Source: an optimization exercise on an open RTL-to-GDS flow (aim: small area, a short achievable clock period and few clock cycles per item). Production flows keep margins and buffers that such runs may drop. For this run, only the layout was checked, not whether the RTL still works. No activity file was given, so power comes from the tool's default toggle rates.

==> design/flow/design.v <==
module tcp_rx (
    input  wire        clk,
    input  wire        rst,
    input  wire        start,
    output wire        ready,
    input  wire        raw,
    input  wire [31:0] src_addr,
    input  wire [31:0] dst_addr,
    input  wire [15:0] len,
    input  wire        in_valid,
    output wire        in_ready,
    input  wire [31:0] in_data,
    output reg         done,
    output reg  [1:0]  result,
    output reg  [15:0] csum,
    output reg  [2:0]  seg_class,
    output reg  [15:0] payload_len,
    output reg  [15:0] sport,
    output reg  [15:0] dport,
    output reg  [31:0] seq_num,
    output reg  [31:0] ack_num,
    output reg  [3:0]  doff,
    output reg  [5:0]  flags,
    output reg  [15:0] window,
    output reg  [15:0] cksum_field,
    output reg  [15:0] urg_ptr
);
    localparam [1:0] RES_OK        = 2'd0;
    localparam [1:0] RES_MALFORMED = 2'd1;
    localparam [1:0] RES_CHECKSUM  = 2'd2;
    localparam [2:0] C_NONE   = 3'd0;
    localparam [2:0] C_DATA   = 3'd1;
    localparam [2:0] C_SYN    = 3'd2;
    localparam [2:0] C_SYNACK = 3'd3;
    localparam [2:0] C_ACK    = 3'd4;
    localparam [2:0] C_FIN    = 3'd5;
    localparam [2:0] C_FINACK = 3'd6;
    function [31:0] csa;
        input [15:0] a;
        input [15:0] b;
        input [15:0] c;
        reg   [15:0] s, k;
        begin
            s   = a ^ b ^ c;
            k   = (a & b) | (a & c) | (b & c);
            csa = {k[14:0], k[15], s};
        end
    endfunction
    function [15:0] eac_add;
        input [15:0] a;
        input [15:0] b;
        reg   [15:0] g, p, gg, pp, c;
        integer i, l;
        begin
            g  = a & b;
            p  = a ^ b;
            gg = g;
            pp = a | b;
            for (l = 1; l < 16; l = l * 2)
                for (i = 15; i >= l; i = i - 1) begin
                    gg[i] = gg[i] | (pp[i] & gg[i-l]);
                    pp[i] = pp[i] & pp[i-l];
                end
            c[0] = gg[15];
            for (i = 1; i < 16; i = i + 1)
                c[i] = gg[i-1] | (pp[i-1] & gg[15]);
            eac_add = p ^ c;
        end
    endfunction
    reg         ready_q;      
    reg         in_ready_q;   
    reg         pend_q;       
    reg         raw_q;
    reg  [15:0] len_q;
    reg  [13:0] rem_q;        
    reg  [2:0]  hc_q;         
    reg         clr_q;        
    reg  [15:0] sx_q, sy_q, sz_q;   
    assign ready    = ready_q;
    assign in_ready = in_ready_q;
    wire beat   = in_valid & in_ready_q;
    wire last   = (rem_q == 14'd0) | ((rem_q == 14'd1) & (len_q[1:0] == 2'd0));
    wire busy0  = ~ready_q & ~in_ready_q;          
    wire clr    = clr_q;                           
    wire [3:0] lane_ok;
    assign lane_ok[3] = 1'b1;
    assign lane_ok[2] = (rem_q != 14'd0) | (len_q[1:0] != 2'd1);
    assign lane_ok[1] = (rem_q != 14'd0) | (len_q[1:0] == 2'd3);
    assign lane_ok[0] = (rem_q != 14'd0);
    wire [3:0]  lane = lane_ok & {4{in_ready_q}};
    wire [31:0] dm   = in_data & {{8{lane[3]}}, {8{lane[2]}}, {8{lane[1]}}, {8{lane[0]}}};
    wire [16:0] len6 = {1'b0, len_q} + 17'd6;
    wire [15:0] op_z = raw_q            ? 16'd0 :
                       (hc_q == 3'd0)   ? len6[15:0] :
                       (hc_q == 3'd1)   ? {15'd0, len6[16]} : 16'd0;
    wire [31:0] l1 = csa(clr ? 16'd0 : sx_q, clr ? 16'd0 : sy_q, clr ? 16'd0 : sz_q);
    wire [31:0] l2 = csa(l1[15:0], l1[31:16], op_z);
    wire [15:0] op_a = ready_q ? src_addr[31:16] : l2[15:0];
    wire [15:0] op_b = ready_q ? src_addr[15:0]  : dm[31:16];
    wire [15:0] op_c = ready_q ? dst_addr[31:16] : dm[15:0];
    wire [31:0] l3 = csa(op_a, op_b, op_c);
    wire [15:0] nz = ready_q ? dst_addr[15:0] : l2[31:16];
    wire [15:0] fs     = l1[15:0];
    wire [15:0] fc     = l1[31:16];
    wire [15:0] fold   = eac_add(fs, fc);
    wire        sum_ok = ((fs ^ fc) == 16'hFFFF) | ((fs & fc) == 16'hFFFF);
    wire [16:0] pl_diff   = {1'b0, len_q} - {11'd0, doff, 2'b00};
    wire [15:0] pl_len    = pl_diff[15:0];
    wire        malformed = (len_q < 16'd20) || (doff < 4'd5) || pl_diff[16];
    wire [5:0]  k         = flags & 6'h17;
    reg  [2:0]  cls;
    always @(*) begin
        if (pl_len != 16'd0)
            cls = ((flags & 6'h07) == 6'h00) ? C_DATA : C_NONE;
        else begin
            case (k)
                6'h02:   cls = C_SYN;
                6'h12:   cls = C_SYNACK;
                6'h10:   cls = C_ACK;
                6'h01:   cls = C_FIN;
                6'h11:   cls = C_FINACK;
                default: cls = C_NONE;
            endcase
        end
    end
    always @(posedge clk) begin
        csum        <= ~fold;
        payload_len <= pl_len;
        seg_class   <= cls;
        if (raw_q)
            result <= RES_OK;
        else if (malformed)
            result <= RES_MALFORMED;
        else if (!sum_ok)
            result <= RES_CHECKSUM;
        else
            result <= RES_OK;
    end
    always @(posedge clk) begin
        if (in_valid || !in_ready_q) begin
            {sy_q, sx_q} <= l3;
            sz_q         <= nz;
        end
    end
    wire       hb  = in_valid & in_ready_q;
    wire [4:0] cap = {5{hb}} & {hc_q == 3'd4, hc_q == 3'd3, hc_q == 3'd2,
                                hc_q == 3'd1, hc_q == 3'd0};
    always @(posedge clk) begin
        sport       <= (in_data[31:16] & {16{cap[0]}}) | (sport       & {16{~cap[0]}});
        dport       <= (in_data[15:0]  & {16{cap[0]}}) | (dport       & {16{~cap[0]}});
        seq_num     <= (in_data        & {32{cap[1]}}) | (seq_num     & {32{~cap[1]}});
        ack_num     <= (in_data        & {32{cap[2]}}) | (ack_num     & {32{~cap[2]}});
        doff        <= (in_data[31:28] & {4{cap[3]}})  | (doff        & {4{~cap[3]}});
        flags       <= (in_data[21:16] & {6{cap[3]}})  | (flags       & {6{~cap[3]}});
        window      <= (in_data[15:0]  & {16{cap[3]}}) | (window      & {16{~cap[3]}});
        cksum_field <= (in_data[31:16] & {16{cap[4]}}) | (cksum_field & {16{~cap[4]}});
        urg_ptr     <= (in_data[15:0]  & {16{cap[4]}}) | (urg_ptr     & {16{~cap[4]}});
    end
    always @(posedge clk) begin
        if (ready_q && start) begin
            raw_q <= raw;
            len_q <= len;
        end
        if (ready_q)
            clr_q <= raw;
        else if (beat)
            clr_q <= 1'b0;
        if (ready_q)
            hc_q <= 3'd0;
        else if (beat && hc_q != 3'd5)
            hc_q <= hc_q + 3'd1;
        if (ready_q)
            rem_q <= len[15:2];
        else if (beat)
            rem_q <= rem_q - 14'd1;
    end
    always @(posedge clk) begin
        if (rst) begin
            ready_q    <= 1'b1;
            in_ready_q <= 1'b0;
            pend_q     <= 1'b0;
            done       <= 1'b0;
        end else begin
            done <= ready_q & pend_q;
            if (ready_q) begin
                if (start) begin
                    ready_q    <= 1'b0;
                    in_ready_q <= (len != 16'd0);
                    pend_q     <= 1'b0;
                end else begin
                    pend_q     <= 1'b0;
                end
            end else if (busy0) begin
                ready_q <= 1'b1;
                pend_q  <= 1'b1;
            end else if (beat && last) begin
                in_ready_q <= 1'b0;
                ready_q    <= 1'b1;
                pend_q     <= 1'b1;
            end
        end
    end
endmodule
==> design/flow/flow/run.sh <==
#!/bin/bash
# Layout flow: the standard ORFS flow (standard.sh) with these changes:
# - ports buffered by the smallest plain buffer (buf_1) instead of the
#   delay-cell buffer buffer_ports picks by default;
# - timing repair aimed at a setup margin below the clock period, so the
#   resizer works on the paths that set the achieved period;
# - clock tree synthesis without dummy loads.
# The make output goes to standard.log; each ORFS step writes its own log
# under orfs/logs/.
set -euo pipefail
bash standard.sh \
  "BUFFER_PORTS_ARGS=-buffer_cell sky130_fd_sc_hd__buf_1" \
  "SETUP_SLACK_MARGIN=7.8" \
  "CTS_ARGS=-sink_clustering_enable -repair_clock_nets -dont_use_dummy_load -sink_clustering_size 20 -sink_clustering_max_diameter 80" \
  finish > standard.log 2>&1
==> design/flow/standard.sh <==
#!/bin/bash
# synth_recipe.tcl (not shown) runs the flow's synth.tcl, then flattens the netlist and writes it again
# the make line also repeats each setting of config.mk as NAME=value (left out here)
make -C /OpenROAD-flow-scripts/flow DESIGN_CONFIG=/design/flow/config.mk WORK_HOME=/design/flow/orfs CLKGATE_MAP_FILE= SYNTH_SCRIPT=/design/flow/synth_recipe.tcl "${@:-finish}"
==> design/flow/config.mk <==
export PLATFORM = sky130hd
export DESIGN_NAME = tcp_rx
export DESIGN_NICKNAME = tcp_rx
export VERILOG_FILES = /design/flow/design.v
export SDC_FILE = /design/flow/constraint.sdc
export NUM_CORES = 4
export LEC_CHECK = 0
export CAP_MARGIN = 20
export CORE_MARGIN = 2
export CORE_UTILIZATION = 40
export PLACE_DENSITY = 0.6
export SLEW_MARGIN = 20
==> design/flow/constraint.sdc <==
create_clock -name core_clock -period 11.0 [get_ports {clk}]
set_input_delay 2.2000 -clock core_clock [delete_from_list [all_inputs] [get_ports {clk}]]
set_output_delay 2.2000 -clock core_clock [all_outputs]
set_load 0.01 [all_outputs]
==> results.txt <==
## kinds of logic (layout without fill, tap and decap cells)
family          count (synthesis)  after routing
flops                         278            278
simple gates                  257            258
compound gates                136            136
buf+inv                       133            497
fa+ha+maj                      94             94
xor+xnor                       49             49
mux                            23             23
## final timing paths
| path | from | end | slack (ns) | depth (start not counted) |
|---|---|---|---|---|
| max | register | doff[2] | 7.61 | 1 |
| min | pend_q | done | 0.45 | 2 |
| max reg2reg | clr_q | csum[0] | 7.67 | 14 |
| min reg2reg | pend_q | done | 0.45 | 2 |
## cell usage in the layout (no fill, tap or decap), types with 17 or more instances in the layout
cell	Yosys	layout
o21ai_0	27	27
fa_1	50	33
nand2_1	66	64
buf_2	1	49
inv_1	106	101
ha_1	44	19
edfxtp_1	234	234
ha_4	0	17
a22oi_1	34	34
xnor2_1	25	25
buf_1	8	152
nor2_1	47	39
dfxtp_1	44	39
clkbuf_16	0	19
clkbuf_2	0	104
buf_4	0	53
fa_2	0	17
a21oi_1	25	22
xor2_1	24	24
mux2i_1	18	17
nand2b_1	56	46
## final cells by class
class / count / area, sq um / share of cell area
Sequential cell: 278 / 7920 / 0.486
Multi-Input combinational cell: 560 / 5080 / 0.312
Timing Repair Buffer: 371 / 1910 / 0.118
Tap cell: 402 / 503 / 0.0309
Clock buffer: 19 / 475 / 0.0292
Inverter: 107 / 402 / 0.0247
## power breakdown
group	switching (mW)	total (mW)	leakage [nW]	internal (mW)
Clock	0.337	0.644	0.234	0.307
Sequential	0.0523	1.32	2.59	1.26
Combinational	0.632	1.15	3.54	0.514
Total	1.02	3.11	6.36	2.09
## through the flow
| stage | setup WS (ns) | std cells | hold slack [ns] |
|---|---|---|---|
| floorplan | 7.42 | 970 | 0.408 |
| global placement | 7.24 | 1662 | 0.422 |
| detailed placement | 7.17 | 1662 | 0.428 |
| CTS | 7.58 | 1714 | 0.445 |
| global route | 7.57 | 1737 | 0.484 |
| finish | 7.61 | 1737 | 0.446 |
## per-layer routing
| layer | share of wire | routed length, um | vias to the layer above | GRT usage |
|---|---|---|---|---|
| li1 | - | - | 4139 | - |
| met1 | 0.41 | 15200 | 4420 | 0.271 |
| met2 | 0.50 | 18800 | 319 | 0.379 |
| met3 | 0.062 | 2300 | 65 | 0.0401 |
| met4 | 0.028 | 1030 | 2 | 0.0669 |
| met5 | 0.00024 | 9 | - | 0 |
## repair_timing
action | in CTS | in global routing
setup buffers | 31 | 23
setup endpoints to repair | 232 | 229
gates cloned | 2 | 0
gates resized for setup | 135 | 162
pin swaps | 18 | 27
==> impl_metrics.json <==
{
  "outcome": "timing/DRC/antenna clean",
  "netlist_top_cells_count": "234 x edfxtp_1, 106 x inv_1, 66 x nand2_1, 56 x nand2b_1, 50 x fa_1",
  "ir_drop_v": 0.0000900,
  "synth.net_count": 1181,
  "yosys-top-cells-area": "edfxtp_1 55%, fa_1 7.8%, dfxtp_1 6.9%",
  "dpl.hpwl_um": 27300,
  "grt_pass1_vias": 8944,
  "power.leakage_nw": 6.36,
  "rsz0062_at_grt": "yes",
  "wirelength_um": 37300,
  "n_fill_cell": 2809,
  "nNetsFinal": 1548,
  "vias": 8945,
  "worst_ep_arrival_time_ns": 1.19,
  "htree_levels": 1,
  "pin_count": 311,
  "synthToLayoutAreaGrowth_pct": 26.8,
  "clock_path_buffers": 3,
  "yosysWarnings": 1,
  "utilization": 0.515,
  "fmax_mhz": 295,
  "clk_latency_ns": 0.51,
  "async_flop_share": 0,
  "synth_mux_area_frac": 0.0184,
  "path_clk_slew_ns": 0.08,
  "synth_cell_types": 55,
  "maxSlewViolCount": 0,
  "drive_gt1_frac": 0.264,
  "synth_top_cell_area_share": 0.547,
  "relSlewSlack": 0.326,
  "diodes": 0,
  "globalplace.congestion": 0.912,
  "cp_slowest_cell": "edfxtp_1",
  "synth_cells": 970,
  "synth_most_common_cell": "edfxtp_1",
  "min_period_over_period": 0.308,
  "final_area_sq_um": 16300,
  "cts_made_buffers": 19,
  "crit_chain": "clkbuf_2",
  "crit_type": "register to output port",
  "tightest_slew_ns": 1.01,
  "max_cap_viol_count": 0,
  "vias_per_cell": 5.15,
  "finalSetupViolCount": 0,
  "ys.flop_type": "edfxtp_1",
  "die-area_sq_um": 33600,
  "grt_overflow": 0,
  "hold_path_class": "register to register",
  "clock_sinks": 278,
  "synth_xor_area_frac": 0.0334,
  "coreArea_sq_um": 31600,
  "synth_area_per_cell_sq_um": 13.2,
  "critical_path_required_ns": 8.80,
  "ys_seq_area_frac": 0.615,
  "critPathTopFamily": "flip-flops",
  "netlist.top_cell.by_area": "edfxtp_1",
  "power_density_nw_per_um2": 191,
  "placed_area_sq_um": 14500,
  "ys_ff_latch": 278,
  "path_buf_inv": 1,
  "grt_usage": 0.216,
  "synth_area_sq_um": 12900,
  "synth_edf_count": 234,
  "ant_nets": 0,
  "critPathMaxFanout": 2,
  "cp-end-kind": "output port",
  "p_total_mw": 3.11,
  "detail_route.wl_per_cell_um": 21.5,
  "drtIter0Drc": 550,
  "initial_core_util": 0.406,
  "holdBufCountCts": 0,
  "hold_viol": 0,
  "antenna_found_initial": 1,
  "num_rows": 65,
  "cpPeakStageDelay_ns": 0.49,
  "synthSimpleGateAreaFrac": 0.104,
  "grt_pass1_wl_um": 54200,
  "drt-pass1-iter-count": 5,
  "clock-root-buffer": "clkbuf_16",
  "fin_crit_ns": 3.39,
  "synth_compound_area_frac": 0.0691,
  "dieHeight_um": 183,
  "die_w_um": 183,
  "drc": 0,
  "grt_max_degree": 81,
  "setup_tns_ns": 0,
  "synth_fa_ha_area_frac": 0.121,
  "critPathLaunchType": "register",
  "synth_top_family_by_area": "adder cells",
  "fin_worst_skew_ns": 0.0432,
  "place.port_buffers": 310,
  "cts_tree": "built"
}

[separate check: timing with driven ports]
How much do the figures lean on ideal ports? The routed layout below was timed once more, with nothing changed but the port constraints.
Step 1 (the two cells are an assumption about what drives the block):
set clk [get_ports {clk}]
set_driving_cell -lib_cell sky130_fd_sc_hd__clkbuf_16 $clk
set_driving_cell -lib_cell sky130_fd_sc_hd__buf_2 [delete_from_list [all_inputs] $clk]
Step 2, shift: input delay + t, output delay - t, t = (earliest + latest rising clock arrival at the registers) / 2. This alone moves slack from input paths to output paths.
a / b / c = ideal ports / drivers / drivers and shift; a / b = the first two.
shift t [ns]: 0.542
setup slack, ns: 7.608 / 7.556 / 7.357
clock arrival spread, ns: 0.044 / 0.044
worst data-port slew with drivers (ns): 0.09
pins driven straight from the clock port: 1
After both steps setup and hold are still met in this run. The setup slack of this run moves by -0.052 ns with the drivers and by -0.251 ns with both steps.
